Source: an optimization exercise on an open RTL-to-GDS flow (aim: small area, a short achievable clock period and few clock cycles per item). Production flows keep margins and buffers that such runs may drop.
The RTL was checked by simulation tests, not by an equivalence proof against the original design.
No activity file was given, so power comes from the tool's default toggle rates.

--- constraint.sdc ---
create_clock -name core_clock -period 12.5 [get_ports {clk}]
set_input_delay 2.5000 -clock core_clock [delete_from_list [all_inputs] [get_ports {clk}]]
set_output_delay 2.5000 -clock core_clock [all_outputs]
set_load 0.01 [all_outputs]
--- design.v ---
module tbacc_sipround #(
    parameter R0 = 13,
    parameter R1 = 21
) (
    input  wire [63:0] p,
    input  wire [63:0] q,
    input  wire [63:0] x,
    input  wire        sel,
    output wire [63:0] s,
    output wire [63:0] t
);
    wire [63:0] q0 = {q[63-R0:0], q[63:64-R0]};
    wire [63:0] q1 = {q[63-R1:0], q[63:64-R1]};
    tbacc_add64 u_add (.a(p), .b(q), .s(s));
    assign t = ((sel ? q1 : q0) ^ x) ^ s;
endmodule
module tbacc_add64 (input wire [63:0] a, input wire [63:0] b, output wire [63:0] s);
    wire [63:0] p0 = a ^ b;
    wire [63:0] g0 = a & b;
    wire g1_1 = g0[1] | (p0[1] & g0[0]);
    wire p1_1 = p0[1] & p0[0];
    wire g1_3 = g0[3] | (p0[3] & g0[2]);
    wire p1_3 = p0[3] & p0[2];
    wire g1_5 = g0[5] | (p0[5] & g0[4]);
    wire p1_5 = p0[5] & p0[4];
    wire g1_7 = g0[7] | (p0[7] & g0[6]);
    wire p1_7 = p0[7] & p0[6];
    wire g1_9 = g0[9] | (p0[9] & g0[8]);
    wire p1_9 = p0[9] & p0[8];
    wire g1_11 = g0[11] | (p0[11] & g0[10]);
    wire p1_11 = p0[11] & p0[10];
    wire g1_13 = g0[13] | (p0[13] & g0[12]);
    wire p1_13 = p0[13] & p0[12];
    wire g1_15 = g0[15] | (p0[15] & g0[14]);
    wire p1_15 = p0[15] & p0[14];
    wire g1_17 = g0[17] | (p0[17] & g0[16]);
    wire p1_17 = p0[17] & p0[16];
    wire g1_19 = g0[19] | (p0[19] & g0[18]);
    wire p1_19 = p0[19] & p0[18];
    wire g1_21 = g0[21] | (p0[21] & g0[20]);
    wire p1_21 = p0[21] & p0[20];
    wire g1_23 = g0[23] | (p0[23] & g0[22]);
    wire p1_23 = p0[23] & p0[22];
    wire g1_25 = g0[25] | (p0[25] & g0[24]);
    wire p1_25 = p0[25] & p0[24];
    wire g1_27 = g0[27] | (p0[27] & g0[26]);
    wire p1_27 = p0[27] & p0[26];
    wire g1_29 = g0[29] | (p0[29] & g0[28]);
    wire p1_29 = p0[29] & p0[28];
    wire g1_31 = g0[31] | (p0[31] & g0[30]);
    wire p1_31 = p0[31] & p0[30];
    wire g1_33 = g0[33] | (p0[33] & g0[32]);
    wire p1_33 = p0[33] & p0[32];
    wire g1_35 = g0[35] | (p0[35] & g0[34]);
    wire p1_35 = p0[35] & p0[34];
    wire g1_37 = g0[37] | (p0[37] & g0[36]);
    wire p1_37 = p0[37] & p0[36];
    wire g1_39 = g0[39] | (p0[39] & g0[38]);
    wire p1_39 = p0[39] & p0[38];
    wire g1_41 = g0[41] | (p0[41] & g0[40]);
    wire p1_41 = p0[41] & p0[40];
    wire g1_43 = g0[43] | (p0[43] & g0[42]);
    wire p1_43 = p0[43] & p0[42];
    wire g1_45 = g0[45] | (p0[45] & g0[44]);
    wire p1_45 = p0[45] & p0[44];
    wire g1_47 = g0[47] | (p0[47] & g0[46]);
    wire p1_47 = p0[47] & p0[46];
    wire g1_49 = g0[49] | (p0[49] & g0[48]);
    wire p1_49 = p0[49] & p0[48];
    wire g1_51 = g0[51] | (p0[51] & g0[50]);
    wire p1_51 = p0[51] & p0[50];
    wire g1_53 = g0[53] | (p0[53] & g0[52]);
    wire p1_53 = p0[53] & p0[52];
    wire g1_55 = g0[55] | (p0[55] & g0[54]);
    wire p1_55 = p0[55] & p0[54];
    wire g1_57 = g0[57] | (p0[57] & g0[56]);
    wire p1_57 = p0[57] & p0[56];
    wire g1_59 = g0[59] | (p0[59] & g0[58]);
    wire p1_59 = p0[59] & p0[58];
    wire g1_61 = g0[61] | (p0[61] & g0[60]);
    wire p1_61 = p0[61] & p0[60];
    wire g1_63 = g0[63] | (p0[63] & g0[62]);
    wire p1_63 = p0[63] & p0[62];
    wire g2_2 = g0[2] | (p0[2] & g1_1);
    wire p2_2 = p0[2] & p1_1;
    wire g2_3 = g1_3 | (p1_3 & g1_1);
    wire p2_3 = p1_3 & p1_1;
    wire g2_6 = g0[6] | (p0[6] & g1_5);
    wire p2_6 = p0[6] & p1_5;
    wire g2_7 = g1_7 | (p1_7 & g1_5);
    wire p2_7 = p1_7 & p1_5;
    wire g2_10 = g0[10] | (p0[10] & g1_9);
    wire p2_10 = p0[10] & p1_9;
    wire g2_11 = g1_11 | (p1_11 & g1_9);
    wire p2_11 = p1_11 & p1_9;
    wire g2_14 = g0[14] | (p0[14] & g1_13);
    wire p2_14 = p0[14] & p1_13;
    wire g2_15 = g1_15 | (p1_15 & g1_13);
    wire p2_15 = p1_15 & p1_13;
    wire g2_18 = g0[18] | (p0[18] & g1_17);
    wire p2_18 = p0[18] & p1_17;
    wire g2_19 = g1_19 | (p1_19 & g1_17);
    wire p2_19 = p1_19 & p1_17;
    wire g2_22 = g0[22] | (p0[22] & g1_21);
    wire p2_22 = p0[22] & p1_21;
    wire g2_23 = g1_23 | (p1_23 & g1_21);
    wire p2_23 = p1_23 & p1_21;
    wire g2_26 = g0[26] | (p0[26] & g1_25);
    wire p2_26 = p0[26] & p1_25;
    wire g2_27 = g1_27 | (p1_27 & g1_25);
    wire p2_27 = p1_27 & p1_25;
    wire g2_30 = g0[30] | (p0[30] & g1_29);
    wire p2_30 = p0[30] & p1_29;
    wire g2_31 = g1_31 | (p1_31 & g1_29);
    wire p2_31 = p1_31 & p1_29;
    wire g2_34 = g0[34] | (p0[34] & g1_33);
    wire p2_34 = p0[34] & p1_33;
    wire g2_35 = g1_35 | (p1_35 & g1_33);
    wire p2_35 = p1_35 & p1_33;
    wire g2_38 = g0[38] | (p0[38] & g1_37);
    wire p2_38 = p0[38] & p1_37;
    wire g2_39 = g1_39 | (p1_39 & g1_37);
    wire p2_39 = p1_39 & p1_37;
    wire g2_42 = g0[42] | (p0[42] & g1_41);
    wire p2_42 = p0[42] & p1_41;
    wire g2_43 = g1_43 | (p1_43 & g1_41);
    wire p2_43 = p1_43 & p1_41;
    wire g2_46 = g0[46] | (p0[46] & g1_45);
    wire p2_46 = p0[46] & p1_45;
    wire g2_47 = g1_47 | (p1_47 & g1_45);
    wire p2_47 = p1_47 & p1_45;
    wire g2_50 = g0[50] | (p0[50] & g1_49);
    wire p2_50 = p0[50] & p1_49;
    wire g2_51 = g1_51 | (p1_51 & g1_49);
    wire p2_51 = p1_51 & p1_49;
    wire g2_54 = g0[54] | (p0[54] & g1_53);
    wire p2_54 = p0[54] & p1_53;
    wire g2_55 = g1_55 | (p1_55 & g1_53);
    wire p2_55 = p1_55 & p1_53;
    wire g2_58 = g0[58] | (p0[58] & g1_57);
    wire p2_58 = p0[58] & p1_57;
    wire g2_59 = g1_59 | (p1_59 & g1_57);
    wire p2_59 = p1_59 & p1_57;
    wire g2_62 = g0[62] | (p0[62] & g1_61);
    wire p2_62 = p0[62] & p1_61;
    wire g2_63 = g1_63 | (p1_63 & g1_61);
    wire p2_63 = p1_63 & p1_61;
    wire g3_4 = g0[4] | (p0[4] & g2_3);
    wire p3_4 = p0[4] & p2_3;
    wire g3_5 = g1_5 | (p1_5 & g2_3);
    wire p3_5 = p1_5 & p2_3;
    wire g3_6 = g2_6 | (p2_6 & g2_3);
    wire p3_6 = p2_6 & p2_3;
    wire g3_7 = g2_7 | (p2_7 & g2_3);
    wire p3_7 = p2_7 & p2_3;
    wire g3_12 = g0[12] | (p0[12] & g2_11);
    wire p3_12 = p0[12] & p2_11;
    wire g3_13 = g1_13 | (p1_13 & g2_11);
    wire p3_13 = p1_13 & p2_11;
    wire g3_14 = g2_14 | (p2_14 & g2_11);
    wire p3_14 = p2_14 & p2_11;
    wire g3_15 = g2_15 | (p2_15 & g2_11);
    wire p3_15 = p2_15 & p2_11;
    wire g3_20 = g0[20] | (p0[20] & g2_19);
    wire p3_20 = p0[20] & p2_19;
    wire g3_21 = g1_21 | (p1_21 & g2_19);
    wire p3_21 = p1_21 & p2_19;
    wire g3_22 = g2_22 | (p2_22 & g2_19);
    wire p3_22 = p2_22 & p2_19;
    wire g3_23 = g2_23 | (p2_23 & g2_19);
    wire p3_23 = p2_23 & p2_19;
    wire g3_28 = g0[28] | (p0[28] & g2_27);
    wire p3_28 = p0[28] & p2_27;
    wire g3_29 = g1_29 | (p1_29 & g2_27);
    wire p3_29 = p1_29 & p2_27;
    wire g3_30 = g2_30 | (p2_30 & g2_27);
    wire p3_30 = p2_30 & p2_27;
    wire g3_31 = g2_31 | (p2_31 & g2_27);
    wire p3_31 = p2_31 & p2_27;
    wire g3_36 = g0[36] | (p0[36] & g2_35);
    wire p3_36 = p0[36] & p2_35;
    wire g3_37 = g1_37 | (p1_37 & g2_35);
    wire p3_37 = p1_37 & p2_35;
    wire g3_38 = g2_38 | (p2_38 & g2_35);
    wire p3_38 = p2_38 & p2_35;
    wire g3_39 = g2_39 | (p2_39 & g2_35);
    wire p3_39 = p2_39 & p2_35;
    wire g3_44 = g0[44] | (p0[44] & g2_43);
    wire p3_44 = p0[44] & p2_43;
    wire g3_45 = g1_45 | (p1_45 & g2_43);
    wire p3_45 = p1_45 & p2_43;
    wire g3_46 = g2_46 | (p2_46 & g2_43);
    wire p3_46 = p2_46 & p2_43;
    wire g3_47 = g2_47 | (p2_47 & g2_43);
    wire p3_47 = p2_47 & p2_43;
    wire g3_52 = g0[52] | (p0[52] & g2_51);
    wire p3_52 = p0[52] & p2_51;
    wire g3_53 = g1_53 | (p1_53 & g2_51);
    wire p3_53 = p1_53 & p2_51;
    wire g3_54 = g2_54 | (p2_54 & g2_51);
    wire p3_54 = p2_54 & p2_51;
    wire g3_55 = g2_55 | (p2_55 & g2_51);
    wire p3_55 = p2_55 & p2_51;
    wire g3_60 = g0[60] | (p0[60] & g2_59);
    wire p3_60 = p0[60] & p2_59;
    wire g3_61 = g1_61 | (p1_61 & g2_59);
    wire p3_61 = p1_61 & p2_59;
    wire g3_62 = g2_62 | (p2_62 & g2_59);
    wire p3_62 = p2_62 & p2_59;
    wire g3_63 = g2_63 | (p2_63 & g2_59);
    wire p3_63 = p2_63 & p2_59;
    wire g4_8 = g0[8] | (p0[8] & g3_7);
    wire p4_8 = p0[8] & p3_7;
    wire g4_9 = g1_9 | (p1_9 & g3_7);
    wire p4_9 = p1_9 & p3_7;
    wire g4_10 = g2_10 | (p2_10 & g3_7);
    wire p4_10 = p2_10 & p3_7;
    wire g4_11 = g2_11 | (p2_11 & g3_7);
    wire p4_11 = p2_11 & p3_7;
    wire g4_12 = g3_12 | (p3_12 & g3_7);
    wire p4_12 = p3_12 & p3_7;
    wire g4_13 = g3_13 | (p3_13 & g3_7);
    wire p4_13 = p3_13 & p3_7;
    wire g4_14 = g3_14 | (p3_14 & g3_7);
    wire p4_14 = p3_14 & p3_7;
    wire g4_15 = g3_15 | (p3_15 & g3_7);
    wire p4_15 = p3_15 & p3_7;
    wire g4_24 = g0[24] | (p0[24] & g3_23);
    wire p4_24 = p0[24] & p3_23;
    wire g4_25 = g1_25 | (p1_25 & g3_23);
    wire p4_25 = p1_25 & p3_23;
    wire g4_26 = g2_26 | (p2_26 & g3_23);
    wire p4_26 = p2_26 & p3_23;
    wire g4_27 = g2_27 | (p2_27 & g3_23);
    wire p4_27 = p2_27 & p3_23;
    wire g4_28 = g3_28 | (p3_28 & g3_23);
    wire p4_28 = p3_28 & p3_23;
    wire g4_29 = g3_29 | (p3_29 & g3_23);
    wire p4_29 = p3_29 & p3_23;
    wire g4_30 = g3_30 | (p3_30 & g3_23);
    wire p4_30 = p3_30 & p3_23;
    wire g4_31 = g3_31 | (p3_31 & g3_23);
    wire p4_31 = p3_31 & p3_23;
    wire g4_40 = g0[40] | (p0[40] & g3_39);
    wire p4_40 = p0[40] & p3_39;
    wire g4_41 = g1_41 | (p1_41 & g3_39);
    wire p4_41 = p1_41 & p3_39;
    wire g4_42 = g2_42 | (p2_42 & g3_39);
    wire p4_42 = p2_42 & p3_39;
    wire g4_43 = g2_43 | (p2_43 & g3_39);
    wire p4_43 = p2_43 & p3_39;
    wire g4_44 = g3_44 | (p3_44 & g3_39);
    wire p4_44 = p3_44 & p3_39;
    wire g4_45 = g3_45 | (p3_45 & g3_39);
    wire p4_45 = p3_45 & p3_39;
    wire g4_46 = g3_46 | (p3_46 & g3_39);
    wire p4_46 = p3_46 & p3_39;
    wire g4_47 = g3_47 | (p3_47 & g3_39);
    wire p4_47 = p3_47 & p3_39;
    wire g4_56 = g0[56] | (p0[56] & g3_55);
    wire p4_56 = p0[56] & p3_55;
    wire g4_57 = g1_57 | (p1_57 & g3_55);
    wire p4_57 = p1_57 & p3_55;
    wire g4_58 = g2_58 | (p2_58 & g3_55);
    wire p4_58 = p2_58 & p3_55;
    wire g4_59 = g2_59 | (p2_59 & g3_55);
    wire p4_59 = p2_59 & p3_55;
    wire g4_60 = g3_60 | (p3_60 & g3_55);
    wire p4_60 = p3_60 & p3_55;
    wire g4_61 = g3_61 | (p3_61 & g3_55);
    wire p4_61 = p3_61 & p3_55;
    wire g4_62 = g3_62 | (p3_62 & g3_55);
    wire p4_62 = p3_62 & p3_55;
    wire g4_63 = g3_63 | (p3_63 & g3_55);
    wire p4_63 = p3_63 & p3_55;
    wire g5_16 = g0[16] | (p0[16] & g4_15);
    wire p5_16 = p0[16] & p4_15;
    wire g5_17 = g1_17 | (p1_17 & g4_15);
    wire p5_17 = p1_17 & p4_15;
    wire g5_18 = g2_18 | (p2_18 & g4_15);
    wire p5_18 = p2_18 & p4_15;
    wire g5_19 = g2_19 | (p2_19 & g4_15);
    wire p5_19 = p2_19 & p4_15;
    wire g5_20 = g3_20 | (p3_20 & g4_15);
    wire p5_20 = p3_20 & p4_15;
    wire g5_21 = g3_21 | (p3_21 & g4_15);
    wire p5_21 = p3_21 & p4_15;
    wire g5_22 = g3_22 | (p3_22 & g4_15);
    wire p5_22 = p3_22 & p4_15;
    wire g5_23 = g3_23 | (p3_23 & g4_15);
    wire p5_23 = p3_23 & p4_15;
    wire g5_24 = g4_24 | (p4_24 & g4_15);
    wire p5_24 = p4_24 & p4_15;
    wire g5_25 = g4_25 | (p4_25 & g4_15);
    wire p5_25 = p4_25 & p4_15;
    wire g5_26 = g4_26 | (p4_26 & g4_15);
    wire p5_26 = p4_26 & p4_15;
    wire g5_27 = g4_27 | (p4_27 & g4_15);
    wire p5_27 = p4_27 & p4_15;
    wire g5_28 = g4_28 | (p4_28 & g4_15);
    wire p5_28 = p4_28 & p4_15;
    wire g5_29 = g4_29 | (p4_29 & g4_15);
    wire p5_29 = p4_29 & p4_15;
    wire g5_30 = g4_30 | (p4_30 & g4_15);
    wire p5_30 = p4_30 & p4_15;
    wire g5_31 = g4_31 | (p4_31 & g4_15);
    wire p5_31 = p4_31 & p4_15;
    wire g5_48 = g0[48] | (p0[48] & g4_47);
    wire p5_48 = p0[48] & p4_47;
    wire g5_49 = g1_49 | (p1_49 & g4_47);
    wire p5_49 = p1_49 & p4_47;
    wire g5_50 = g2_50 | (p2_50 & g4_47);
    wire p5_50 = p2_50 & p4_47;
    wire g5_51 = g2_51 | (p2_51 & g4_47);
    wire p5_51 = p2_51 & p4_47;
    wire g5_52 = g3_52 | (p3_52 & g4_47);
    wire p5_52 = p3_52 & p4_47;
    wire g5_53 = g3_53 | (p3_53 & g4_47);
    wire p5_53 = p3_53 & p4_47;
    wire g5_54 = g3_54 | (p3_54 & g4_47);
    wire p5_54 = p3_54 & p4_47;
    wire g5_55 = g3_55 | (p3_55 & g4_47);
    wire p5_55 = p3_55 & p4_47;
    wire g5_56 = g4_56 | (p4_56 & g4_47);
    wire p5_56 = p4_56 & p4_47;
    wire g5_57 = g4_57 | (p4_57 & g4_47);
    wire p5_57 = p4_57 & p4_47;
    wire g5_58 = g4_58 | (p4_58 & g4_47);
    wire p5_58 = p4_58 & p4_47;
    wire g5_59 = g4_59 | (p4_59 & g4_47);
    wire p5_59 = p4_59 & p4_47;
    wire g5_60 = g4_60 | (p4_60 & g4_47);
    wire p5_60 = p4_60 & p4_47;
    wire g5_61 = g4_61 | (p4_61 & g4_47);
    wire p5_61 = p4_61 & p4_47;
    wire g5_62 = g4_62 | (p4_62 & g4_47);
    wire p5_62 = p4_62 & p4_47;
    wire g5_63 = g4_63 | (p4_63 & g4_47);
    wire p5_63 = p4_63 & p4_47;
    wire g6_32 = g0[32] | (p0[32] & g5_31);
    wire p6_32 = p0[32] & p5_31;
    wire g6_33 = g1_33 | (p1_33 & g5_31);
    wire p6_33 = p1_33 & p5_31;
    wire g6_34 = g2_34 | (p2_34 & g5_31);
    wire p6_34 = p2_34 & p5_31;
    wire g6_35 = g2_35 | (p2_35 & g5_31);
    wire p6_35 = p2_35 & p5_31;
    wire g6_36 = g3_36 | (p3_36 & g5_31);
    wire p6_36 = p3_36 & p5_31;
    wire g6_37 = g3_37 | (p3_37 & g5_31);
    wire p6_37 = p3_37 & p5_31;
    wire g6_38 = g3_38 | (p3_38 & g5_31);
    wire p6_38 = p3_38 & p5_31;
    wire g6_39 = g3_39 | (p3_39 & g5_31);
    wire p6_39 = p3_39 & p5_31;
    wire g6_40 = g4_40 | (p4_40 & g5_31);
    wire p6_40 = p4_40 & p5_31;
    wire g6_41 = g4_41 | (p4_41 & g5_31);
    wire p6_41 = p4_41 & p5_31;
    wire g6_42 = g4_42 | (p4_42 & g5_31);
    wire p6_42 = p4_42 & p5_31;
    wire g6_43 = g4_43 | (p4_43 & g5_31);
    wire p6_43 = p4_43 & p5_31;
    wire g6_44 = g4_44 | (p4_44 & g5_31);
    wire p6_44 = p4_44 & p5_31;
    wire g6_45 = g4_45 | (p4_45 & g5_31);
    wire p6_45 = p4_45 & p5_31;
    wire g6_46 = g4_46 | (p4_46 & g5_31);
    wire p6_46 = p4_46 & p5_31;
    wire g6_47 = g4_47 | (p4_47 & g5_31);
    wire p6_47 = p4_47 & p5_31;
    wire g6_48 = g5_48 | (p5_48 & g5_31);
    wire p6_48 = p5_48 & p5_31;
    wire g6_49 = g5_49 | (p5_49 & g5_31);
    wire p6_49 = p5_49 & p5_31;
    wire g6_50 = g5_50 | (p5_50 & g5_31);
    wire p6_50 = p5_50 & p5_31;
    wire g6_51 = g5_51 | (p5_51 & g5_31);
    wire p6_51 = p5_51 & p5_31;
    wire g6_52 = g5_52 | (p5_52 & g5_31);
    wire p6_52 = p5_52 & p5_31;
    wire g6_53 = g5_53 | (p5_53 & g5_31);
    wire p6_53 = p5_53 & p5_31;
    wire g6_54 = g5_54 | (p5_54 & g5_31);
    wire p6_54 = p5_54 & p5_31;
    wire g6_55 = g5_55 | (p5_55 & g5_31);
    wire p6_55 = p5_55 & p5_31;
    wire g6_56 = g5_56 | (p5_56 & g5_31);
    wire p6_56 = p5_56 & p5_31;
    wire g6_57 = g5_57 | (p5_57 & g5_31);
    wire p6_57 = p5_57 & p5_31;
    wire g6_58 = g5_58 | (p5_58 & g5_31);
    wire p6_58 = p5_58 & p5_31;
    wire g6_59 = g5_59 | (p5_59 & g5_31);
    wire p6_59 = p5_59 & p5_31;
    wire g6_60 = g5_60 | (p5_60 & g5_31);
    wire p6_60 = p5_60 & p5_31;
    wire g6_61 = g5_61 | (p5_61 & g5_31);
    wire p6_61 = p5_61 & p5_31;
    wire g6_62 = g5_62 | (p5_62 & g5_31);
    wire p6_62 = p5_62 & p5_31;
    wire g6_63 = g5_63 | (p5_63 & g5_31);
    wire p6_63 = p5_63 & p5_31;
    wire [63:0] c = {g6_62, g6_61, g6_60, g6_59, g6_58, g6_57, g6_56, g6_55, g6_54, g6_53, g6_52, g6_51, g6_50, g6_49, g6_48, g6_47, g6_46, g6_45, g6_44, g6_43, g6_42, g6_41, g6_40, g6_39, g6_38, g6_37, g6_36, g6_35, g6_34, g6_33, g6_32, g5_31, g5_30, g5_29, g5_28, g5_27, g5_26, g5_25, g5_24, g5_23, g5_22, g5_21, g5_20, g5_19, g5_18, g5_17, g5_16, g4_15, g4_14, g4_13, g4_12, g4_11, g4_10, g4_9, g4_8, g3_7, g3_6, g3_5, g3_4, g2_3, g2_2, g1_1, g0[0], 1'b0};
    assign s = p0 ^ c;
endmodule
module tbacc_sipcore (
    input  wire        clk,
    input  wire        rst,
    input  wire        init,
    input  wire [63:0] seed0,
    input  wire [63:0] seed1,
    input  wire        chunk_wr,
    input  wire        fin_go,
    input  wire [63:0] m,
    input  wire [63:0] xin,           
    output wire        m_busy,        
    output wire        m_busy_next,
    output wire        fin_load,      
    output wire        f2,            
    output wire        rl,            
    output wire [63:0] dig
);
    localparam S_IDLE = 4'd0;
    localparam S_C1   = 4'd1;
    localparam S_C2   = 4'd2;
    localparam S_F1   = 4'd8;
    localparam S_F2   = 4'd9;
    localparam S_RL   = 4'd15;
    reg  [3:0]  cs;
    reg         fin_pend;
    reg         busy_q, h1_q, cmp2_q, f2_q, rl_q, mb_q;
    reg  [63:0] A, B, C, D;
    wire        fgo = fin_go || fin_pend;
    wire        fin_load_i = !init && !chunk_wr && (cs == S_IDLE || cs == S_C2) && fgo;
    wire        xen = chunk_wr | fin_load_i;
    wire [63:0] xm  = xin & {64{xen}};
    wire [63:0] m2 = m & {64{cmp2_q}};
    wire [63:0] s1, t1, s2, t2;
    tbacc_sipround #(.R0(21), .R1(13)) u_p1 (.p(A), .q(B), .x(xm),    .sel(h1_q), .s(s1), .t(t1));
    tbacc_sipround #(.R0(17), .R1(16)) u_p2 (.p(C), .q(D), .x(64'd0), .sel(h1_q), .s(s2), .t(t2));
    wire [63:0] s1r = {s1[31:0], s1[63:32]};
    wire [63:0] s2r = {s2[31:0], s2[63:32]};
    assign dig = t2 ^ ({B[42:0], B[63:43]} ^ s2r);
    reg [3:0] cs_n;
    always @(*) begin
        if (init)
            cs_n = S_IDLE;
        else if (chunk_wr)
            cs_n = S_C1;
        else case (cs)
            S_IDLE, S_C2: cs_n = fgo ? S_F1 : S_IDLE;
            S_C1:         cs_n = S_C2;
            S_RL:         cs_n = S_IDLE;
            default:      cs_n = cs + 4'd1;
        endcase
    end
    always @(posedge clk) begin
        if (rst) begin
            cs       <= S_IDLE;
            fin_pend <= 1'b0;
            busy_q   <= 1'b0;
            h1_q     <= 1'b0;
            cmp2_q   <= 1'b0;
            f2_q     <= 1'b0;
            rl_q     <= 1'b0;
            mb_q     <= 1'b0;
        end else begin
            cs <= cs_n;
            if (init || cs_n == S_F1)
                fin_pend <= 1'b0;
            else if (fin_go && !cs[3])
                fin_pend <= 1'b1;
            busy_q <= (cs_n != S_IDLE);
            h1_q   <= (cs_n == S_C1) || (cs_n[3] && !cs_n[0]);
            cmp2_q <= (cs_n == S_C2) || (cs_n == S_F2);
            f2_q   <= (cs_n == S_F2);
            rl_q   <= (cs_n == S_RL);
            mb_q   <= (cs_n == S_C1);
        end
    end
    always @(posedge clk) begin
        if (init) begin
            A <= seed0 ^ 64'h736f6d6570736575;
            B <= seed1 ^ 64'h646f72616e646f6d;
            C <= seed0 ^ 64'h6c7967656e657261;
            D <= seed1 ^ 64'h7465646279746573;
        end else if (busy_q) begin
            if (h1_q) begin
                A <= s1r;
                C <= s2;
            end else begin
                A <= s1 ^ m2;
                C <= s2r ^ {56'd0, {8{f2_q}}};
            end
            B <= t2;
            D <= t1;
        end else if (xen) begin
            D <= D ^ xin;
        end
    end
    assign m_busy      = mb_q;
    assign m_busy_next = (cs_n == S_C1);
    assign fin_load    = fin_load_i;
    assign f2          = f2_q;
    assign rl          = rl_q;
endmodule
module tbacc_tailbuf (
    input  wire [63:0] value,
    input  wire [63:0] src,
    input  wire [3:0]  n,
    output wire [63:0] new_value,
    output wire [63:0] chunk,
    output wire        chunk_valid
);
    wire [7:0]  bc = value[63:56];
    wire [2:0]  c  = value[58:56];
    wire [63:0] sm;
    genvar j;
    generate
        for (j = 0; j < 8; j = j + 1) begin : g_mask
            assign sm[8*j +: 8] = (n > j) ? src[8*j +: 8] : 8'd0;
        end
    endgenerate
    wire [63:0] r1 = c[0] ? {sm[55:0], sm[63:56]} : sm;
    wire [63:0] r2 = c[1] ? {r1[47:0], r1[63:48]} : r1;
    wire [63:0] rot = c[2] ? {r2[31:0], r2[63:32]} : r2;
    wire [63:0] lo;    
    wire [55:0] hi;    
    generate
        for (j = 0; j < 8; j = j + 1) begin : g_merge
            if (j < 7) begin : g_t
                assign lo[8*j +: 8] = (c > j) ? value[8*j +: 8] : rot[8*j +: 8];
                assign hi[8*j +: 8] = (c > j) ? rot[8*j +: 8] : 8'd0;
            end else begin : g_7
                assign lo[8*j +: 8] = rot[8*j +: 8];
            end
        end
    endgenerate
    assign chunk_valid = ({1'b0, c} + n) >= 4'd8;
    assign chunk       = lo;
    assign new_value   = {bc + {4'd0, n}, chunk_valid ? hi : lo[55:0]};
endmodule
module tbacc (
    input  wire         clk,
    input  wire         rst,
    input  wire         cmd_valid,
    output wire         cmd_ready,
    input  wire [7:0]   cmd_op,
    input  wire [63:0]  cmd_a,
    input  wire [63:0]  cmd_b,
    output wire         rsp_valid,
    output wire [7:0]   rsp_status,
    output wire [63:0]  rsp_data,
    output wire         mem_req,
    output wire         mem_wide,
    output wire [31:0]  mem_addr,
    input  wire         mem_ack,
    input  wire [63:0]  mem_rdata,
    input  wire         mem_err,
    output wire [63:0]  value_o,
    output wire [15:0]  status_o
);
    reg         ready_q;
    reg         vq;                     
    reg         oi, o8, o16, o32, o64, ob, of, orv;    
    reg  [63:0] a_q, b_q;
    reg  [63:0] value;
    reg         fin;                    
    reg  [2:0]  fault;                  
    reg         nz;                     
    reg  [63:0] m;                      
    reg         blk;                    
    reg         rd;                     
    reg         bm;                     
    reg         mreq, mwide;
    reg  [2:0]  gcnt;                   
    reg         gdone;                  
    reg  [3:0]  gn;                     
    reg         errq;                   
    reg         rsp_q;
    wire d_init = (cmd_op == 8'h01);
    wire d_8    = (cmd_op == 8'h10);
    wire d_16   = (cmd_op == 8'h11);
    wire d_32   = (cmd_op == 8'h12);
    wire d_64   = (cmd_op == 8'h13) || (cmd_op == 8'h14);
    wire d_b    = (cmd_op == 8'h18);
    wire d_f    = (cmd_op == 8'h20);
    wire d_rv   = !(d_init || d_8 || d_16 || d_32 || d_64 || d_b || d_f);
    wire [2:0] c = value[58:56];
    wire typed = o8 | o16 | o32 | o64;
    wire [3:0] n_typed = o8 ? 4'd1 : o16 ? 4'd2 : o32 ? 4'd4 : 4'd8;
    wire tchunk = o64 | (o32 & c[2]) | (o16 & c[2] & c[1]) | (o8 & (c == 3'd7));
    wire        m_busy, m_busy_next, core_f2, core_rl;
    wire        chunk_wr;
    wire        init_x, fin_x;
    wire ex      = vq & !blk & !(typed & !nz & !fin & tchunk & m_busy);
    wire [32:0] range_end = {1'b0, a_q[31:0]} + {1'b0, b_q[31:0]};
    wire wraps   = range_end[32] & (range_end[31:0] != 32'd0);
    wire len0    = (b_q[31:0] == 32'd0);
    wire x_ign   = ex & nz;
    wire x_rv    = ex & !nz & orv;
    assign init_x = ex & !nz & oi;
    wire x_nohash = ex & !nz & !orv & !oi & fin;
    wire x_live  = ex & !nz & !orv & !oi & !fin;
    wire x_wrap  = x_live & ob & wraps;
    wire x_bytes = x_live & ob & !wraps & !len0;
    assign fin_x = x_live & of;
    wire x_typed = x_live & typed;
    wire x_simple = ex & !x_bytes & !fin_x;
    wire [63:0] ap_src = bm ? {a_q[63:32], b_q[63:32]} : a_q;
    wire [3:0]  ap_n   = bm ? gn : n_typed;
    wire        ap_en  = x_typed | gdone;
    wire [63:0] ap_value, ap_chunk;
    wire        ap_cv;
    tbacc_tailbuf u_tailbuf (
        .value(value), .src(ap_src), .n(ap_n),
        .new_value(ap_value), .chunk(ap_chunk), .chunk_valid(ap_cv)
    );
    assign chunk_wr = ap_en & ap_cv;
    wire        fin_load;
    reg  [63:0] value_n;
    wire [63:0] m_n = chunk_wr ? ap_chunk : value_n;
    wire        efin;
    wire [63:0] dig;
    tbacc_sipcore u_core (
        .clk(clk), .rst(rst), .init(init_x), .seed0(a_q), .seed1(b_q),
        .chunk_wr(chunk_wr), .fin_go(fin_x | efin), .m(m), .xin(m_n),
        .m_busy(m_busy), .m_busy_next(m_busy_next), .fin_load(fin_load),
        .f2(core_f2), .rl(core_rl), .dig(dig)
    );
    wire        rd_ack  = rd & mem_ack;
    wire [31:0] cur_n   = a_q[31:0] + (mwide ? 32'd8 : 32'd1);
    wire [31:0] rem_n   = b_q[31:0] - (mwide ? 32'd8 : 32'd1);
    wire        more    = (rem_n != 32'd0);
    wire        wide_n  = (cur_n[2:0] == 3'd0) && (rem_n[31:3] != 29'd0);
    wire        gend    = mwide | (cur_n[2:0] == 3'd0) | !more;
    wire        bytes_done = gdone & !rd;
    always @(*) begin
        if (init_x)
            value_n = 64'd0;
        else if (ap_en)
            value_n = ap_value;
        else if (core_f2)
            value_n = 64'd1;
        else
            value_n = value;
    end
    reg blk_n, rd_n;
    always @(*) begin
        blk_n = blk;
        if (x_bytes | fin_x) blk_n = 1'b1;
        if (bytes_done | errq | core_rl) blk_n = 1'b0;
        rd_n = rd;
        if (x_bytes) rd_n = 1'b1;
        if (rd_ack & (mem_err | !more)) rd_n = 1'b0;
    end
    wire cap    = cmd_valid & ready_q;
    wire hold_n = cap | (vq & !ex);
    wire [2:0] c_n = c + ap_n[2:0];    
    wire n8  = ready_q ? d_8  : o8;
    wire n16 = ready_q ? d_16 : o16;
    wire n32 = ready_q ? d_32 : o32;
    wire n64 = ready_q ? d_64 : o64;
    wire nb  = ready_q ? d_b  : ob;
    wire tchunk_n = n64 | (n32 & c_n[2]) | (n16 & c_n[2] & c_n[1]) | (n8 & (c_n == 3'd7));
    wire rd_c   = (rd & !(rd_ack & (mem_err | !more))) | (vq & ob);
    wire blk_c  = (blk & !(bytes_done | errq | core_rl)) | (vq & (ob | of));
    wire ready_n = !rd_c & (!hold_n | (!blk_c & !nb & !(tchunk_n & m_busy_next)));
    wire ok_n   = !nz & !(vq & (orv | (!oi & fin) | of)) &
                  (!blk | bytes_done | core_rl) & (!fin | (vq & oi));
    assign efin = cap & d_f & ok_n;
    wire early  = cap & d_b & !cmd_a[31] & !cmd_b[31] & (cmd_b[31:0] != 32'd0) & ok_n;
    always @(posedge clk) begin
        if (rst) begin
            ready_q   <= 1'b1;
            vq        <= 1'b0;
            value     <= 64'd1;
            fin       <= 1'b1;
            fault     <= 3'd0;
            nz        <= 1'b0;
            blk       <= 1'b0;
            rd        <= 1'b0;
            bm        <= 1'b0;
            mreq      <= 1'b0;
            gdone     <= 1'b0;
            errq      <= 1'b0;
            rsp_q     <= 1'b0;
        end else begin
            ready_q <= ready_n;
            vq      <= ready_q ? cmd_valid : (vq & !ex);
            value   <= value_n;
            blk     <= blk_n;
            rd      <= rd_n;
            if (init_x)
                fin <= 1'b0;
            else if (core_f2)
                fin <= 1'b1;
            if (x_rv | x_wrap) begin
                fault <= 3'd3;
                nz    <= 1'b1;
            end else if (x_nohash) begin
                fault <= 3'd1;
                nz    <= 1'b1;
            end else if (errq) begin
                fault <= 3'd4;
                nz    <= 1'b1;
            end
            if (x_bytes)
                bm <= 1'b1;
            else if (bytes_done | errq)
                bm <= 1'b0;
            if (early) begin
                mreq  <= 1'b1;
                mwide <= (cmd_a[2:0] == 3'd0) && (cmd_b[31:3] != 29'd0);
            end else if (x_bytes) begin
                mreq  <= 1'b1;
                mwide <= (a_q[2:0] == 3'd0) && (b_q[31:3] != 29'd0);
            end
            if (x_bytes)
                gcnt  <= 3'd0;
            if (rd_ack) begin
                if (mem_err) begin
                    mreq <= 1'b0;
                end else begin
                    mreq  <= more;
                    mwide <= wide_n;
                    gcnt  <= gend ? 3'd0 : gcnt + 3'd1;
                end
            end
            gdone <= rd_ack & !mem_err & gend;
            errq  <= rd_ack & mem_err;
            rsp_q     <= x_simple | bytes_done | errq | core_rl;
        end
    end
    always @(posedge clk)
        if (rd_ack)
            gn <= mwide ? 4'd8 : {1'b0, gcnt} + 4'd1;
    always @(posedge clk)
        if (chunk_wr | fin_load)
            m <= m_n;
    reg  [63:0] dig_q;
    always @(posedge clk)
        dig_q <= dig & {64{core_rl}};
    integer i;
    always @(posedge clk) begin
        if (ready_q) begin
            a_q <= cmd_a;
            b_q <= cmd_b;
            oi  <= d_init;
            o8  <= d_8;
            o16 <= d_16;
            o32 <= d_32;
            o64 <= d_64;
            ob  <= d_b;
            of  <= d_f;
            orv <= d_rv;
        end else if (rd_ack & !mem_err) begin
            a_q[31:0] <= cur_n;
            b_q[31:0] <= rem_n;
            if (mwide) begin
                b_q[63:32] <= mem_rdata[31:0];
                a_q[63:32] <= mem_rdata[63:32];
            end else begin
                for (i = 0; i < 4; i = i + 1)
                    if (gcnt == i) b_q[32 + 8*i +: 8] <= mem_rdata[7:0];
                for (i = 0; i < 4; i = i + 1)
                    if (gcnt == i + 4) a_q[32 + 8*i +: 8] <= mem_rdata[7:0];
            end
        end
    end
    assign cmd_ready  = ready_q;
    assign rsp_valid  = rsp_q;
    assign rsp_status = {5'd0, fault};
    assign rsp_data   = dig_q;
    assign mem_req    = mreq;
    assign mem_wide   = mwide;
    assign mem_addr   = a_q[31:0];
    assign value_o    = value;
    assign status_o   = {5'd0, fault, 6'd0, nz, fin};
endmodule
--- flow/run.sh ---
#!/bin/bash
set -euo pipefail
bash standard.sh SETUP_SLACK_MARGIN=9 "BUFFER_PORTS_ARGS=-buffer_cell sky130_fd_sc_hd__buf_4" finish > standard.log 2>&1
--- config.mk ---
export PLATFORM = sky130hd
export DESIGN_NAME = tbacc
export DESIGN_NICKNAME = tbacc
export VERILOG_FILES = /design/flow/design.v
export SDC_FILE = /design/flow/constraint.sdc
export NUM_CORES = 4
export LEC_CHECK = 0
export CAP_MARGIN = 20
export CORE_MARGIN = 2
export CORE_UTILIZATION = 40
export PLACE_DENSITY = 0.6
export SLEW_MARGIN = 20
export TNS_END_PERCENT = 0
--- standard.sh ---
#!/bin/bash
# synth_recipe.tcl (not shown) runs the flow's synth.tcl, then flattens the netlist and writes it again
# the make line also repeats each setting of config.mk as NAME=value (left out here)
make -C /OpenROAD-flow-scripts/flow DESIGN_CONFIG=/design/flow/config.mk WORK_HOME=/design/flow/orfs CLKGATE_MAP_FILE= SYNTH_SCRIPT=/design/flow/synth_recipe.tcl "${@:-finish}"
==> metrics.md, run 1 <==
| Metric | Value |
|---|---|
| Outcome | timing/DRC/antenna clean |
| Setup slack after layout | 7.865 ns |
| Clock edge transition at the registers on the reported setup and hold paths | 0.05 ns |
| Layout overhead on the synthesized area | 17.36% |
| Biggest fanout along the worst timing path | 44 |
| Main area contributors after synthesis | sky130_fd_sc_hd__edfxtp_1, sky130_fd_sc_hd__xnor2_1, sky130_fd_sc_hd__dfxtp_1 |
| Startpoint type of the worst setup path | register |
| Final core utilization | 47.45% |
| DRT Wirelength | 262000 µm |
| Synthesized instance count | 5110 |
| Remaining antenna violation count | 0 |
| Leakage power | 20.76 nW |
| Sum of negative setup slack | 0 ns |
| Vias | 45700 |
| Via density per instance | 6.534 |
| Count of boundary I/O pins | 393 |
| Site row count | 124 |
| Proportion of power drawn by the clock network | 47.8% |
| Distinct cell type count after synthesis | 123 |
| Largest stage delay, worst path | 0.59 ns |
| Maximum count of clock buffers along a single path | 3 |
| Residual DRC | 0 |
| Die boundary height | 344.4 µm |
| Data arrival time of the critical path | 5.03 ns |
| Routed met2 length | 107400 µm |
| Clock tree from TritonCTS | built |
| Final setup violation count | 0 |
| Initial DRC count | 6928 |
| Routed len/inst | 37.45 µm |
| Share of total power in combinational logic | 9.0% |
| Final hold violation count | 0 |
| Share of synthesized flip-flops with an asynchronous set or reset | 0% |
| Part of the power in registers | 43.2% |
| TritonCTS buffer count | 79 |
| Instance count on the critical path | 13 |
| Length of routed wiring on met1 | 99720 µm |
| Top flip-flop cell by instance count after synthesis | sky130_fd_sc_hd__edfxtp_1 |
| DIE AREA | 0.1186 mm² |
| Wire length of the first global-routing pass | 348900 µm |
| Number of nets in the layout | 5789 |
| Required time at the endpoint of the critical path | 12.90 ns |
| Worst clock skew | 0.02952 ns |
| H-tree depth | 3 |
| Final critical-path required period | 4.635 ns |
| Pre-CTS worst setup slack | 6.433 ns |
| Net Switching | 1.400 mW |
| Type of the worst min-delay path | register to register |
| Max_slew headroom | 16.52% |
| Slew @ Worst Pin | 1.248 ns |
| Total power per unit cell area | 97.26 mW/mm² |
| Number of register bits inferred by synthesis | 617 |
| Switching part of the total | 26.46% |
| Minimum setup slack among reg-to-reg paths | 7.87 ns |
| Maximum vdd ir drop | 0.00009751 V |
| Type of destination of the critical path | register |
| Number of buffers and inverters on the critical path | 1 |
| Total of warnings raised by yosys | 2 |
| Effective utilization at floorplan | 40.43% |
| RSZ-0062 raised after global routing | yes |
| Area share of the leading cell type in the synthesized netlist | 29.73% |
| Depth of the most critical reg-to-reg path | 13 |
| Share of post-route cells with drive strength above 1 | 16.26% |
| Largest area contributor in the netlist | sky130_fd_sc_hd__edfxtp_1 |
| Internal portion of total power | 3.891 mW |
| Via count of the first global-routing pass | 41490 |
| Clock tree sinks | 617 |
| Fill cell count | 11190 |
| Synthesized area per cell | 9.071 µm² |
| TritonRoute pass-1 iters | 6 |
| Number of stages on the worst hold path | 2 |
| Core ar. | 0.1147 mm² |
| Area taken by flip-flops and latches | 0.01696 mm² |
| Period utilization | 37.08% |
| Max-slew violation count | 0 |
| Share of the yosys chip area belonging to registers | 36.56% |
| Fmax achieved | 0.2158 GHz |
| Post-DP HPWL | 201800 µm |
| Root cell of the clock tree | sky130_fd_sc_hd__clkbuf_16 |
| Max Cap Violations | 0 |
| Largest net degree at the start of global routing | 136 |
| Crit path max-delay cell type | sky130_fd_sc_hd__o21ai_2 |
| Grt total ovfl | 0 |
| Cell class contributing the biggest share of worst-path delay | compound AO/OA/AOI/OAI gates |
| Crit Path Category | register to register |
| Number of enable flip-flop cells after synthesis | 459 |
| DR WL met3 | 31110 µm |
| Latest clock arrival within the worst-skew pair | 0.70 ns |
| Area of the multi-input gates | 0.02811 mm² |
| Area of the mapped netlist | 0.04635 mm² |
| Initial antenna violation count | 38 |
| Quantity of I/O buffers inserted on ports | 376 |
| Last weighted congestion value of the routability-driven placer | 1.080 |
| Total Routing Usage GR | 43.02% |
| Top sig layer | met5 |
| CP Cell Sequence | nor3_1, a22o_1, ha_1, a21o_1, xnor2_4, clkbuf_8, o21ai_2, a2bb2oi_2, nor2_1, xnor2_1, nand4_1, nand3b_1, a21oi_1 |
| X dimension of the die | 344.4 µm |
[stage by stage]
step                power [mW]  instances  instance area [µm²]  hold WS [ns]
floorplan                2.501       5125                46490        0.4599
global placement         2.769       6781                50560        0.4814
detailed placement       2.766       6781                50560        0.4993
CTS                      5.257       6953                53950        0.5063
global route             5.375       6976                54350        0.5366
finish                   5.291       6994                54400        0.4974
[cell usage after synthesis (all sizes together) (30+ instances only)]
master	n
a21o	69
xnor2	370
o211ai	44
o31ai	33
o21ai	431
buf	124
mux2	42
a211oi	76
clkbuf	222
dfxtp	158
inv	95
edfxtp	459
and3	40
a31oi	49
nand2	575
mux2i	263
nor3	123
xor2	211
nor2b	42
nor2	439
nor4	32
ha	176
nand4	30
nand3	52
a21oi	401
[routing by layer]
| metal | vias to the layer above | GRT usage (%) |
|---|---|---|
| met4 | 30 | 31.77 |
| li1 | 19270 | - |
| met3 | 822 | 12.65 |
| met2 | 3264 | 61.22 |
| met5 | - | 1.282 |
| met1 | 22320 | 54.99 |
[path summary, 6_finish.rpt]
kind	startpoint	end
setup / recovery	o8	u_core.D[63]
hold / removal	value[3]	value[3]
setup reg to reg	o8	u_core.D[63]
hold reg to reg	value[3]	value[3]
[flip-flops by register name, summed over array words and instances (netlist names), 3 cells and up]
signal	count
u_core.A	64
b_q	64
u_core.D	64
a_q	64
fault	3
gcnt	3
u_core.B	64
value	64
dig_q	64
m	64
u_core.C	64
u_core.cs	4
gn	4
[layout make-up]
cell class              count  share of cell area, %
multi-input cells        4063                  51.67
flip-flops and latches    617                  31.18
repair buffers            534                  7.746
clock buffers             113                  4.306
well taps                1512                  3.478
clock inverters            35                 0.8027
inverters                  99                 0.7130
diodes                     21                0.09660
[timing repair]
item	4_1_cts	5_1_grt
endpoints found under the hold margin	0	0
setup endpoints to repair	1039	1040
buffers inserted	21	20
gates cloned	3	0
gates resized for setup	65	53
pin swaps	12	15
hold buffers	0	0
[cells in the final DEF, fill, tap and decap left out, types with 72 or more instances in the layout]
cell type	netlist	final
sky130_fd_sc_hd__a21oi_1	397	389
sky130_fd_sc_hd__buf_4	56	515
sky130_fd_sc_hd__inv_1	94	88
sky130_fd_sc_hd__a211oi_1	73	72
sky130_fd_sc_hd__nor3_1	122	118
sky130_fd_sc_hd__xnor2_1	367	359
sky130_fd_sc_hd__dfxtp_1	158	150
sky130_fd_sc_hd__o21ai_0	401	395
sky130_fd_sc_hd__ha_1	176	173
sky130_fd_sc_hd__nand2_1	574	571
sky130_fd_sc_hd__edfxtp_1	459	459
sky130_fd_sc_hd__mux2i_1	263	262
sky130_fd_sc_hd__xor2_1	211	203
sky130_fd_sc_hd__nor2_1	439	431
sky130_fd_sc_hd__clkbuf_16	0	85
[logic make-up (layout without fill, tap and decap cells)]
group / count (synthesis) / after routing / synth area share [%]
mux: 321 / 321 / 7.477
simple gates: 1501 / 1501 / 14.83
compound gates: 1437 / 1437 / 19.70
other cells: 1 / 37 / 0.008090
flops: 617 / 617 / 36.56
xor+xnor: 598 / 598 / 11.86
fa+ha+maj: 190 / 190 / 5.355
buf+inv: 445 / 781 / 4.213
[worst min-delay path: stages, from the launching register on]
cell	delay, ns
sky130_fd_sc_hd__dfxtp_1	0.34
sky130_fd_sc_hd__nand2_1	0.06
sky130_fd_sc_hd__a21oi_1	0.05
[power by group through the flow]
stage | registers [mW] | clock network (mW) | logic [mW]
floorplan | 2.27 | 0 | 0.227
global placement | 2.33 | 0 | 0.440
detailed placement | 2.33 | 0 | 0.437
CTS | 2.28 | 2.53 | 0.447
global route | 2.28 | 2.60 | 0.493
finish | 2.29 | 2.53 | 0.475
Testbench counts, summed over its fixed seeds: cycles 16,136, hashes 384.
==> run 2: changes to the inputs <==
--- a/design.v
+++ b/design.v
@@ -471,3 +471,3 @@
                 fin_pend <= 1'b0;
-            else if (fin_go && !cs[3])
+            else if (fin_go)
                 fin_pend <= 1'b1;
@@ -621,5 +621,3 @@
     wire        fin_load;
-    reg  [63:0] value_n;
-    wire [63:0] m_n = chunk_wr ? ap_chunk : value_n;
-    wire        efin;
+    wire [63:0] m_n = chunk_wr ? ap_chunk : value;
     wire [63:0] dig;
@@ -627,3 +625,3 @@
         .clk(clk), .rst(rst), .init(init_x), .seed0(a_q), .seed1(b_q),
-        .chunk_wr(chunk_wr), .fin_go(fin_x | efin), .m(m), .xin(m_n),
+        .chunk_wr(chunk_wr), .fin_go(fin_x), .m(m), .xin(m_n),
         .m_busy(m_busy), .m_busy_next(m_busy_next), .fin_load(fin_load),
@@ -638,2 +636,3 @@
     wire        bytes_done = gdone & !rd;
+    reg  [63:0] value_n;
     always @(*) begin
@@ -671,3 +670,2 @@
                   (!blk | bytes_done | core_rl) & (!fin | (vq & oi));
-    assign efin = cap & d_f & ok_n;
     wire early  = cap & d_b & !cmd_a[31] & !cmd_b[31] & (cmd_b[31:0] != 32'd0) & ok_n;
--- a/config.mk
+++ b/config.mk
@@ -10,3 +10,3 @@
 export CORE_UTILIZATION = 40
-export PLACE_DENSITY = 0.6
+export PLACE_DENSITY = 0.7
 export SLEW_MARGIN = 20
==> metrics.md, run 2 <==
| Metric | Value |
|---|---|
| Clock edge transition at the registers on the reported setup and hold paths | 0.06 ns (about the same) |
| Total power per unit cell area | 91.22 mW/mm² (-6.2%) |
| Most frequent standard cell in the layout excluding fill and tap cells | sky130_fd_sc_hd__buf_4 |
| Type of the worst min-delay path | register to register |
| Area taken by flip-flops and latches | 0.01697 mm² (about the same) |
| Setup slack after layout | 8.255 ns (+0.3902 ns) |
| Area of the mapped netlist | 0.04587 mm² (-1.0%) |
| Depth of the most critical reg-to-reg path | 11 (-2) |
| Minimum setup slack among reg-to-reg paths | 8.26 ns (+0.39 ns) |
| Routed len/inst | 34.73 µm (-7.3%) |
| DIE AREA | 0.1174 mm² (-1.0%) |
| Root cell of the clock tree | sky130_fd_sc_hd__clkbuf_16 |
| Largest area contributor in the netlist | sky130_fd_sc_hd__edfxtp_1 |
| Maximum count of clock buffers along a single path | 3 (unchanged) |
| Final total power | 5.035 mW (-4.8%) |
| Type of destination of the critical path | register |
| Number of enable flip-flop cells after synthesis | 459 (unchanged) |
| Vias | 46040 (+0.74%) |
| Maximum vdd ir drop | 0.00009090 V (-6.8%) |
| Leading cell types in the layout, fill and taps excluded | sky130_fd_sc_hd__buf_4, sky130_fd_sc_hd__nand2_1, sky130_fd_sc_hd__edfxtp_1 |
| X dimension of the die | 342.6 µm (-0.52%) |
| Pre-CTS worst setup slack | 6.769 ns (+0.3366 ns) |
| Site row count | 124 (unchanged) |
| Reg-to-Reg End | dig_q[38] |
| Final critical-path required period | 4.245 ns (-0.3902 ns) |
| Grt total ovfl | 0 (unchanged) |
| Sum of negative setup slack | 0 ns (unchanged) |
| Worst flop-to-flop path startpoint | u_core.D[17] |
| Net Switching | 1.383 mW (-1.2%) |
| Endpoint of the worst hold-timing path | value[51] |
| Fill cell count | 10740 (-4.0%) |
| Routed met2 length | 102400 µm (-4.6%) |
| Layout overhead on the synthesized area | 20.34% |
| Final hold violation count | 0 (unchanged) |
| Total Routing Usage GR | 40.37% (-2.6 points) |
| Via density per instance | 6.520 (-0.22%) |
| Post-DP HPWL | 181700 µm (-10%) |
| Share of synthesized flip-flops with an asynchronous set or reset | 0% (unchanged) |
| RSZ-0062 raised after global routing | yes |
| Biggest fanout along the worst timing path | 7 (-84%) |
| Number of stages on the worst hold path | 2 (unchanged) |
| Data arrival time of the critical path | 4.79 ns (-0.24 ns) |
| Synthesized instance count | 5091 (-0.37%) |
| TritonRoute pass-1 iters | 6 (unchanged) |
| Area of the multi-input gates | 0.02817 mm² (+0.22%) |
| Worst clock skew | 0.04858 ns (+0.01906 ns) |
| Clock tree from TritonCTS | built |
| Share of the yosys chip area belonging to registers | 36.95% (+0.39 points) |
| Effective utilization at floorplan | 40.22% (-0.21 points) |
| Switching part of the total | 27.48% (+1.0 points) |
| Top flip-flop cell by instance count after synthesis | sky130_fd_sc_hd__edfxtp_1 |
| Top cells by instance count after synthesis | sky130_fd_sc_hd__nand2_1, sky130_fd_sc_hd__edfxtp_1, sky130_fd_sc_hd__nor2_1 |
| Core ar. | 0.1140 mm² (-0.54%) |
| Initial DRC count | 7014 (+1.2%) |
| Max Cap Violations | 0 (unchanged) |
| Dominant cell by count in the synthesized netlist | sky130_fd_sc_hd__nand2_1 |
| Synthesized area per cell | 9.010 µm² (-0.68%) |
| Number of register bits inferred by synthesis | 617 (unchanged) |
| Max_slew headroom | 20.52% (+4.0 points) |
| Fmax achieved | 0.2356 GHz (+9.2%) |
| H-tree depth | 3 (unchanged) |
| Crit Path Category | register to register |
| Largest net degree at the start of global routing | 146 (+7.4%) |
| Top sig layer | met5 |
| Clock tree sinks | 617 (unchanged) |
| Total of warnings raised by yosys | 2 (unchanged) |
| Initial antenna violation count | 32 (-16%) |
| DRT Wirelength | 245200 µm (-6.4%) |
| Length of routed wiring on met1 | 86780 µm (-13%) |
| Remaining antenna violation count | 0 (unchanged) |
| Min-delay src | value[51] |
| Last weighted congestion value of the routability-driven placer | 1.101 (+2.0%) |
| Latest clock arrival within the worst-skew pair | 0.69 ns (about the same) |
| DR WL met3 | 32960 µm (+5.9%) |
| Count of boundary I/O pins | 393 (unchanged) |
| Internal portion of total power | 3.652 mW (-6.1%) |
| Required time at the endpoint of the critical path | 13.04 ns (+0.14 ns) |
| Quantity of I/O buffers inserted on ports | 376 (unchanged) |
| Startpoint type of the worst setup path | register |
| Die boundary height | 342.6 µm (-0.52%) |
| Share of post-route cells with drive strength above 1 | 18.77% (+2.5 points) |
| Share of total power in combinational logic | 10.2% (+1.2 points) |
| Number of nets in the layout | 5860 (+1.2%) |
| Slew @ Worst Pin | 1.188 ns (-0.05987 ns) |
| Outcome | timing/DRC/antenna clean |
| Main area contributors after synthesis | sky130_fd_sc_hd__edfxtp_1, sky130_fd_sc_hd__xnor2_1, sky130_fd_sc_hd__dfxtp_1 |
| Via count of the first global-routing pass | 41670 (+0.43%) |
| Max-slew violation count | 0 (unchanged) |
| Part of the power in registers | 45.3% (+2.1 points) |
| Period utilization | 33.96% (-3.1 points) |
| Final setup violation count | 0 (unchanged) |
| Distinct cell type count after synthesis | 95 (-23%) |
| Wire length of the first global-routing pass | 330600 µm (-5.3%) |
| Area share of the leading cell type in the synthesized netlist | 30.05% (+0.32 points) |
| Proportion of power drawn by the clock network | 44.6% (-3.2 points) |
| Residual DRC | 0 (unchanged) |
| TritonCTS buffer count | 74 (-6.3%) |
| Leakage power | 21.48 nW (+3.5%) |
==> run 2: final cells by class <==
type	instances	area share, %
multi-input cells	4023	51.04
flip-flops and latches	617	30.74
repair buffers	625	9.385
clock buffers	94	3.756
well taps	1512	3.427
inverters	124	0.9022
clock inverters	42	0.6393
diodes	24	0.1088
==> run 2: how the worst max path moves through the flow <==
stage | end | start | slack [ns] | cells past startpoint
2_1_floorplan | a_q[0] | mem_ack | 8.33 | 4
3_3_place_gp | u_core.D[38] | bm | 6.83 | 18
3_5_place_dp | u_core.D[49] | bm | 6.77 | 17
4_1_cts | fault[2] | a_q[1] | 8.52 | 15
5_1_grt | fault[2] | a_q[2] | 8.27 | 14
6_report | dig_q[38] | u_core.D[17] | 8.26 | 11
==> run 2: what timing repair did <==
item                       4_1_cts  5_1_grt
pin swaps                       44       19
cloned                           8        1
resized for setup              248       37
hold buffers                     0        0
setup endpoints to repair     1036      913
buffers inserted               124       24
==> run 2: metrics by stage <==
step                      hold slack, ns  cells  util (%)  area (µm²)
after floorplan                   0.4900   5106         -       45980
after global placement            0.5011   6742     43.82       49970
after detailed placement          0.5078   6743     43.85       50000
after CTS                         0.5155   7011     48.00       54730
after global routing              0.5394   7037     48.35       55140
final                             0.5152   7061     48.40       55200
==> run 2: power groups by stage <==
stage | clock [mW] | sequential, mW | combinational (mW)
after global routing | 2.31 | 2.27 | 0.530
after CTS | 2.23 | 2.27 | 0.486
after detailed placement | 0 | 2.33 | 0.428
after global placement | 0 | 2.33 | 0.428
final | 2.24 | 2.28 | 0.512
after floorplan | 0 | 2.27 | 0.236
==> run 2: critical path, cell delays in order (launching register included) <==
cell,delay [ns]
sky130_fd_sc_hd__edfxtp_1,0.60
sky130_fd_sc_hd__ha_2,0.42
sky130_fd_sc_hd__a21oi_1,0.16
sky130_fd_sc_hd__o21a_1,0.23
sky130_fd_sc_hd__o22ai_1,0.13
sky130_fd_sc_hd__a211o_2,0.43
sky130_fd_sc_hd__o211ai_2,0.29
sky130_fd_sc_hd__nand3_1,0.34
sky130_fd_sc_hd__xor2_2,0.48
sky130_fd_sc_hd__xor2_2,0.36
sky130_fd_sc_hd__xor2_1,0.56
sky130_fd_sc_hd__nor2_1,0.08
==> run 2: logic make-up after synthesis <==
family	after synthesis	share of synthesized area [%]
fa+ha+maj	190	5.412
other cells	1	0.008176
compound gates	1381	18.63
simple gates	1479	14.51
xor+xnor	602	12.24
flops	617	36.95
buf+inv	466	4.296
mux	355	7.963
==> run 2: metal layers <==
metal,vias to the layer above,global-route usage [%]
met5,-,0
met2,3621,59.18
met3,947,13.52
met4,30,31.01
li1,19270,-
met1,22160,48.79
Testbench counts of run 2, summed over its fixed seeds: cycles 16,282, hashes 384.
==> run 3: changes to the inputs <==
--- a/design.v
+++ b/design.v
@@ -630,3 +630,4 @@
     wire        rd_ack  = rd & mem_ack;
-    wire [31:0] cur_n   = a_q[31:0] + (mwide ? 32'd8 : 32'd1);
+    reg  [31:0] cur;                    
+    wire [31:0] cur_n   = cur + (mwide ? 32'd8 : 32'd1);
     wire [31:0] rem_n   = b_q[31:0] - (mwide ? 32'd8 : 32'd1);
@@ -719,2 +720,8 @@
                 gcnt  <= 3'd0;
+            if (early)
+                cur <= cmd_a[31:0];
+            else if (x_bytes)
+                cur <= a_q[31:0];
+            else if (rd_ack & !mem_err)
+                cur <= cur_n;
             if (rd_ack) begin
@@ -756,3 +763,2 @@
         end else if (rd_ack & !mem_err) begin
-            a_q[31:0] <= cur_n;
             b_q[31:0] <= rem_n;
@@ -775,3 +781,3 @@
     assign mem_wide   = mwide;
-    assign mem_addr   = a_q[31:0];
+    assign mem_addr   = cur;
     assign value_o    = value;
--- a/config.mk
+++ b/config.mk
@@ -10,3 +10,3 @@
 export CORE_UTILIZATION = 40
-export PLACE_DENSITY = 0.7
+export PLACE_DENSITY = 0.6
 export SLEW_MARGIN = 20
==> metrics.md, run 3 <==
| Metric | Value |
|---|---|
| Share of total power in combinational logic | 8.7% (-1.5 points) |
| Worst clock skew | 0.05641 ns (+0.007837 ns) |
| Count of boundary I/O pins | 393 (unchanged) |
| Largest net degree at the start of global routing | 115 (-21%) |
| Sum of negative setup slack | 0 ns (unchanged) |
| Crit Path Category | register to register |
| Wire length of the first global-routing pass | 328800 µm (-0.54%) |
| Type of the worst min-delay path | register to register |
| Quantity of I/O buffers inserted on ports | 376 (unchanged) |
| Length of routed wiring on met1 | 89090 µm (+2.7%) |
| Synthesized instance count | 5083 (-0.16%) |
| Part of the power in registers | 45.5% (+0.2 points) |
| Distinct cell type count after synthesis | 128 (+35%) |
| Largest stage delay, worst path | 1.02 ns (+0.42 ns) |
| Site row count | 126 (+1.6%) |
| Post-DP HPWL | 180100 µm (-0.90%) |
| Number of buffers and inverters on the critical path | 3 (+3) |
| Area of the mapped netlist | 0.04744 mm² (+3.4%) |
| Top sig layer | met5 |
| Dominant cell by count in the synthesized netlist | sky130_fd_sc_hd__nand2_1 |
| Layout overhead on the synthesized area | 19.97% |
| Biggest fanout along the worst timing path | 91 (+84) |
| Clock tree sinks | 649 (+5.2%) |
| Grt total ovfl | 0 (unchanged) |
| Total of warnings raised by yosys | 2 (unchanged) |
| Startpoint type of the worst setup path | register |
| Vias | 45550 (-1.0%) |
| Via count of the first global-routing pass | 41930 (+0.63%) |
| Core ar. | 0.1179 mm² (+3.4%) |
| Number of enable flip-flop cells after synthesis | 491 (+7.0%) |
| Cell class contributing the biggest share of worst-path delay | simple AND/OR/NAND/NOR gates |
| Most frequent standard cell in the layout excluding fill and tap cells | sky130_fd_sc_hd__buf_4 |
| Number of register bits inferred by synthesis | 649 (+5.2%) |
| Remaining antenna violation count | 0 (unchanged) |
| TritonRoute pass-1 iters | 8 (+2) |
| Latest clock arrival within the worst-skew pair | 0.71 ns (+0.02 ns) |
| Last weighted congestion value of the routability-driven placer | 1.090 (-1.1%) |
| Max-slew violation count | 0 (unchanged) |
| Final std cell area, no fill | 0.05691 mm² (+3.1%) |
| Die boundary height | 348.4 µm (+1.7%) |
| Final core utilization | 48.26% (-0.14 points) |
| Maximum vdd ir drop | 0.00009487 V (+4.4%) |
| Fmax achieved | 0.2332 GHz (-1.0%) |
| Total Routing Usage GR | 38.64% (-1.7 points) |
| Initial antenna violation count | 22 (-31%) |
| Number of nets in the layout | 5866 (+0.10%) |
| DRT Wirelength | 242400 µm (-1.1%) |
| Max_slew headroom | 16.80% (-3.7 points) |
| Via density per instance | 6.423 (-1.5%) |
| Area share of the leading cell type in the synthesized netlist | 31.08% (+1.0 points) |
| Root cell of the clock tree | sky130_fd_sc_hd__clkbuf_16 |
| Maximum count of clock buffers along a single path | 3 (unchanged) |
| CP Cell Sequence | nor3b_1, o311a_4, nor2_2, buf_4, inv_8, buf_6, o22ai_1, or3_1 |
| RSZ-0062 raised after global routing | yes |
| Slew @ Worst Pin | 1.245 ns (+0.05757 ns) |
| Clock tree from TritonCTS | built |
| DIE AREA | 0.1214 mm² (+3.4%) |
| Crit path max-delay cell type | sky130_fd_sc_hd__nor3b_1 |
| Switching part of the total | 26.27% (-1.2 points) |
| Minimum setup slack among reg-to-reg paths | 8.21 ns (-0.04 ns) |
| Placed instance area | 0.05165 mm² (+3.3%) |
| Leading cell types in the layout, fill and taps excluded | sky130_fd_sc_hd__buf_4, sky130_fd_sc_hd__nand2_1, sky130_fd_sc_hd__edfxtp_1 |
| Top flip-flop cell by instance count after synthesis | sky130_fd_sc_hd__edfxtp_1 |
| Required time at the endpoint of the critical path | 12.93 ns (-0.11 ns) |
| H-tree depth | 3 (unchanged) |
| Data arrival time of the critical path | 4.72 ns (-0.07 ns) |
| Internal portion of total power | 3.874 mW (+6.1%) |
| Final critical-path required period | 4.288 ns (+0.04322 ns) |
| Main area contributors after synthesis | sky130_fd_sc_hd__edfxtp_1, sky130_fd_sc_hd__xnor2_1, sky130_fd_sc_hd__mux2i_1 |
| Share of post-route cells with drive strength above 1 | 18.71% (-0.059 points) |
| Share of the yosys chip area belonging to registers | 37.75% (+0.80 points) |
| Routed len/inst | 34.19 µm (-1.6%) |
| DR WL met3 | 30720 µm (-6.8%) |
| Clock edge transition at the registers on the reported setup and hold paths | 0.06 ns (about the same) |
| Final instance count without filler cells | 7092 (+0.44%) |
| X dimension of the die | 348.4 µm (+1.7%) |
| Total power per unit cell area | 92.32 mW/mm² (+1.2%) |
| Effective utilization at floorplan | 40.23% (about the same) |
| Routed met2 length | 100900 µm (-1.4%) |
| Proportion of power drawn by the clock network | 45.8% (+1.2 points) |
| Synthesized area per cell | 9.333 µm² (+3.6%) |
| Final hold violation count | 0 (unchanged) |
| TritonCTS buffer count | 80 (+8.1%) |
| Inst Count DP | 6791 (+0.71%) |
| Max Cap Violations | 0 (unchanged) |
| Initial DRC count | 6941 (-1.0%) |
| Net Switching | 1.380 mW (-0.25%) |
| Leakage power | 21.68 nW (+0.92%) |
| Fill cell count | 11190 (+4.2%) |
| Top cells by instance count after synthesis | sky130_fd_sc_hd__nand2_1, sky130_fd_sc_hd__edfxtp_1, sky130_fd_sc_hd__nor2_1 |
| Period utilization | 34.30% (+0.35 points) |
| Largest area contributor in the netlist | sky130_fd_sc_hd__edfxtp_1 |
| Residual DRC | 0 (unchanged) |
| Type of destination of the critical path | register |
| Outcome | timing/DRC/antenna clean |
| Share of synthesized flip-flops with an asynchronous set or reset | 0% (unchanged) |
| Final setup violation count | 0 (unchanged) |
-- run 3: power by group through the flow --
stage                     registers, mW  clock network [mW]  logic (mW)
final                              2.39                2.41       0.455
after global routing               2.39                2.49       0.475
after CTS                          2.38                2.41       0.437
after detailed placement           2.45                   0       0.376
after global placement             2.45                   0       0.378
after floorplan                    2.39                   0       0.214
-- run 3: what timing repair did --
action,CTS,global route
setup endpoints to repair,1078,967
endpoints found under the hold margin,0,0
cloned,14,1
resized for setup,227,29
hold buffers,0,0
pin swaps,44,6
setup buffers,114,5
-- run 3: layout make-up --
class / instances / area, µm² / share of cell area (%)
Multi-Input combinational cell: 4015 / 28930 / 50.84
Clock buffer: 113 / 2302 / 4.045
Sequential cell: 649 / 17930 / 31.50
Clock inverter: 35 / 341.6 / 0.6002
Antenna cell: 19 / 47.55 / 0.08354
Timing Repair Buffer: 595 / 4941 / 8.682
Tap cell: 1536 / 1922 / 3.377
Inverter: 130 / 500.5 / 0.8794
-- run 3: per-layer routing --
layer / global-route usage (%) / vias to the layer above
met5: 0 / -
met4: 29.08 / 12
met3: 11.94 / 845
met2: 56.22 / 3459
met1: 47.91 / 21890
li1: - / 19350
-- run 3: through the flow --
step	total power [mW]	worst slack (ns)	hold WS, ns
after floorplan	2.600	8.032	0.4765
after global placement	2.823	6.704	0.4855
after detailed placement	2.822	6.579	0.4891
after CTS	5.234	8.465	0.5062
after global routing	5.348	8.254	0.5284
final	5.254	8.212	0.5035
-- run 3: logic make-up after synthesis --
group,count (synthesis),share of synthesized area [%]
simple gates,1451,14.09
compound gates,1349,17.88
flops,649,37.75
xor+xnor,603,11.95
buf+inv,440,3.988
mux,399,9.081
fa+ha+maj,191,5.254
other cells,1,0.007905
-- run 3: worst reg2reg max path, cell delays in order, from the launching register on --
cell	delay (ns)
sky130_fd_sc_hd__dfxtp_1	0.43
sky130_fd_sc_hd__nor3b_1	1.02
sky130_fd_sc_hd__o311a_4	0.58
sky130_fd_sc_hd__nor2_2	0.06
sky130_fd_sc_hd__buf_4	0.27
sky130_fd_sc_hd__inv_8	0.52
sky130_fd_sc_hd__buf_6	0.64
sky130_fd_sc_hd__o22ai_1	0.18
sky130_fd_sc_hd__or3_1	0.32
-- run 3: final timing paths --
path                  start           end  depth (start not counted)
hold / removal    value[50]     value[50]                          2
hold reg to reg   value[50]     value[50]                          2
setup reg to reg         vq  u_core.D[37]                          8
setup / recovery         vq  u_core.D[37]                          8
Testbench counts of run 3, summed over its fixed seeds: cycles 16,282, hashes 384.

==> static timing again, ports no longer ideal <==
The flow's constraints put no driver on any port. The routed layouts listed below were extracted and timed again, unchanged, in two steps.
Step 1 (the two cells are an assumption about what drives the block):
set clk [get_ports {clk}]
set_driving_cell -lib_cell sky130_fd_sc_hd__clkbuf_16 $clk
set_driving_cell -lib_cell sky130_fd_sc_hd__buf_2 [delete_from_list [all_inputs] $clk]
Step 2 adds t to the input delays and takes it off the output delays; t is the mean of the earliest and latest rising clock arrival at the registers after step 1. Input paths then give back, and output paths get back, about the clock's delay inside the block.
Three values: ideal ports, drivers, drivers and shift; two values: the first two.
run	shift t [ns]	setup WS [ns]	worst setup path at the end	clock arrival spread, ns	worst register clock-pin slew, ns
run 1	0.764	7.865 / 7.865 / 7.201	input to register	0.031 / 0.031	0.07 / 0.07
run 2	0.744	8.255 / 8.255 / 7.948	input to register	0.052 / 0.052	0.07 / 0.07
run 3	0.770	8.212 / 8.212 / 7.683	input to register	0.056 / 0.057	0.07 / 0.07
After both steps every run listed still meets setup and hold. The setup slack of run 1, which loses most, moves by 0.000 ns with the drivers and by -0.664 ns with both steps.
